From an optimization exercise on the open Yosys and OpenROAD flow, aimed at small area; shortcuts taken in it are not production practice. Function was checked by simulation only, so behaviour that the tests miss may differ from the original. Power is estimated from default activity; no workload was simulated.

== xenon ==
==> flow/design.v (excerpt) <==
module sensorimotor_rx #(
    parameter [6:0]  DEFAULT_ID   = 7'd1,
    parameter [15:0] WDT_LIMIT    = 16'd300,
    parameter        RX_BUF_CAP   = 36,
    parameter        TX_BUF_CAP   = 14,
    parameter [15:0] T_PRE        = 16'd3,
    parameter [15:0] T_POST       = 16'd2,
    parameter [15:0] T_TRAIL      = 16'd1,
    parameter        PAGE_SIZE    = 32,
    parameter [15:0] APP_LIMIT    = 16'h0800,
    parameter [23:0] SIG_EXPECTED = 24'h1E950F
) (
    input  wire         clk,
    input  wire         rst,             
    input  wire         boot_strap,      
    input  wire [7:0]   nvm_id_in,
    input  wire [7:0]   nvm_cfg_in,
    input  wire         svc,
    input  wire         tb,
    input  wire         rx_valid,
    input  wire [7:0]   rx_data,
    output wire         rx_pop,
    output wire [7:0]   tx_data,
    output wire         tx_write,
    input  wire         tx_ready,
    input  wire         tx_complete,
    output wire         de,
    output wire         re,
    output wire         motor_enable,
    output wire         motor_disable,
    output wire         motor_set_power,
    output wire [7:0]   motor_power,
    output wire         motor_set_dir,
    output wire         motor_dir,
    output wire         motor_set_limit,
    output wire [7:0]   motor_limit,
    output wire [7:0]   cfg_flags,
    input  wire [15:0]  telem_pos,
    input  wire [15:0]  telem_cur,
    input  wire [15:0]  telem_vel,
    input  wire [15:0]  telem_vsup,
    input  wire [15:0]  telem_temp,
    input  wire [15:0]  sensor_x,
    input  wire [15:0]  sensor_y,
    input  wire [15:0]  sensor_z,
    output wire         sensor_restart,
    output wire         nvm_we,
    output wire         nvm_waddr,       
    output wire [7:0]   nvm_wdata,
    output wire                   flash_we,
    output wire [15:0]            flash_addr,
    output wire [8*PAGE_SIZE-1:0] flash_data,
    output wire                   timer_irq_mask,
    input  wire [23:0]            sig_in,
    output reg  [3:0]   phase,
    output reg  [7:0]   err_count,
    output reg  [2:0]   last_cause,
    output wire         fatal,
    output wire [1:0]   fatal_code,
    output reg  [6:0]   own_id,
    output reg          stopped,
    output wire         boot_handoff,
    output wire         sys_reset_req
);
Size in the first run: roughly 1200 cells after synthesis, roughly 0.014 sq mm of cells after synthesis.
Settings: LEC_CHECK=0, ABC_AREA=1, CAP_MARGIN=20, CORE_MARGIN=2, CORE_UTILIZATION=60, SLEW_MARGIN=20; clock period 15.0 ns.
standard.sh (not shown) runs the stock make flow with config.mk's settings and CLKGATE_MAP_FILE= SYNTH_SCRIPT=/design/flow/synth_recipe.tcl, a recipe that flattens the netlist after the stock synthesis.
==> flow/flow/run.sh <==
#!/bin/bash
# The standard layout (standard.sh), with these changes to how the layout is made:
# - after the standard synthesis, the combinational logic between the registers is re-mapped
#   for area by ABC (flow/reabc.tcl, flow/reabc.scr); every register keeps its name and cell;
# - port buffers are sky130_fd_sc_hd__buf_1 (every input and output port still gets one);
# - the clock tree uses clkbuf_4 buffers over clusters of at most 8 flip-flops, without
#   dummy loads (smaller than the default tree; clock-pin slew stays under the limit).
# Each tool's full output goes to a log here: synth.log, reabc.log, layout.log (ORFS also
# keeps each step's log under orfs/logs).
set -euo pipefail
RES=orfs/results/$FLOW_PLATFORM/sensorimotor_rx/base
bash standard.sh synth > synth.log 2>&1
cp $RES/1_2_yosys.v $RES/1_2_yosys.std.v
DONT=$(sed -n '/^export DONT_USE_CELLS/,/^#/p' $FLOW_HOME/platforms/$FLOW_PLATFORM/config.mk | grep -o 'sky130_fd_sc_hd__[A-Za-z0-9_]*' | tr '\n' ' ')
LIB=$FLOW_HOME/platforms/$FLOW_PLATFORM/lib/sky130_fd_sc_hd__tt_025C_1v80.lib \
NETLIST=$RES/1_2_yosys.std.v OUT=$RES/1_2_yosys.v TOP=$FLOW_TOP \
ABC_SCRIPT=$PWD/flow/reabc.scr DONT_USE="$DONT" \
  yosys -c flow/reabc.tcl > reabc.log 2>&1
rm -f $RES/1_synth.odb $RES/1_synth.sdc
export BUFFER_PORTS_ARGS="-buffer_cell sky130_fd_sc_hd__buf_1"
export CTS_ARGS="-sink_clustering_enable -repair_clock_nets -dont_use_dummy_load -buf_list sky130_fd_sc_hd__clkbuf_4 -sink_clustering_size 8 -sink_clustering_max_diameter 40"
bash standard.sh > layout.log 2>&1
Other scripts of this flow, unchanged in this note and not shown: flow/flow/reabc.scr, flow/flow/reabc.tcl
## Diff of input files: willow against xenon
-- flow/design.v --
<<< xenon, line 166
    wire [7:0] nacc_d = nacc - sub_in;
    wire [7:0] p0 = sh[0];
    wire cnt_zero = (cnt[5:0] == 6'd0);
    wire cnt_ones = (cnt == 9'h1FF);
    wire pend      = !rst && rx_step && (phase == PH_PENDING);
>>> willow, line 166
    wire [7:0] nacc_d = nacc - sub_in;
    wire [7:0] p0 = sh[0];
    wire cnt_zero = (cnt == 9'd0);
    wire cnt_ones = (cnt == 9'h1FF);
    wire pend      = !rst && rx_step && (phase == PH_PENDING);
<<< xenon, line 408
    always @(posedge clk) begin
        if (rd_byte) begin
            if (cnt[5:0] == 6'd33)
                psum[7:0] <= b;
            else if (cnt[5:0] == 6'd32)
                psum[12:8] <= b[4:0];
            else
>>> willow, line 408
    always @(posedge clk) begin
        if (rd_byte) begin
            if (cnt == 9'd33)
                psum[7:0] <= b;
            else if (cnt == 9'd32)
                psum[12:8] <= b[4:0];
            else
<<< xenon, line 425
            if (flush_go)
                ta_state <= TA_MUTE;
            if (rx_byte && half_synced) begin
                case (b)
                    8'h53:   ta_idx[2:0] <= C_S;
                    8'h52:   ta_idx[2:0] <= C_R;
                    8'h49:   ta_idx[2:0] <= C_I;
                    8'h57:   ta_idx[2:0] <= (cnt[5:0] == 6'd34) ? C_W : C_OTHER;
                    default: ta_idx[2:0] <= C_OTHER;
                endcase
            end
            if (rd_byte && cnt[5:0] == 6'd32)
                ta_idx[3] <= |b[7:5];
            if (tb) begin
>>> willow, line 425
            if (flush_go)
                ta_state <= TA_MUTE;
            if (rd_byte && half_synced) begin
                case (b)
                    8'h53:   ta_idx[2:0] <= C_S;
                    8'h52:   ta_idx[2:0] <= C_R;
                    8'h49:   ta_idx[2:0] <= C_I;
                    8'h57:   ta_idx[2:0] <= (cnt == 9'd34) ? C_W : C_OTHER;
                    default: ta_idx[2:0] <= C_OTHER;
                endcase
            end
            if (rd_byte && cnt == 9'd32)
                ta_idx[3] <= |b[7:5];
            if (tb) begin
Notes after the runs:
Relative to xenon, ratio of routed vias to standard cells increased by 3.2% in willow.
Going from xenon to willow, final core area utilization now sits lower; remaining design rule violation count now sits at about the same level; total power now sits lower; die area now sits lower; clock tree buffer count of the final layout now sits lower.
Part of the total power dissipated in the clock network (lower): xenon
The final hold slack reported for willow is smaller than that of xenon by 0.023 ns.
Against xenon as the reference, willow delivers a lower global-route usage over all layers.
Result: PASS for each of willow and xenon

## re-timing with driven ports
How much do the figures lean on ideal ports? The routed layouts below were timed once more, with nothing changed but the port constraints.
Step 1: set_driving_cell puts a clkbuf_16 on clk and a buf_2 on each other input, an assumption about the parent block.
Step 2, shift: input delay + t, output delay - t, t = (earliest + latest rising clock arrival at the registers) / 2. This alone moves slack from input paths to output paths.
Slacks: no drivers / after step 1 / after step 2; pairs: no drivers / after step 1.
| run | shift t [ns] | setup slack, ns | hold slack, ns |
|---|---|---|---|
| xenon | 0.722 | 6.325 / 6.301 / 6.301 | 0.449 / 0.449 / 0.449 |
| willow | 0.719 | 6.492 / 6.450 / 6.304 | 0.426 / 0.426 / 0.426 |
After both steps setup and hold are still met in every run listed. The setup slack of willow, which loses most, moves by -0.042 ns with the drivers and by -0.188 ns with both steps.
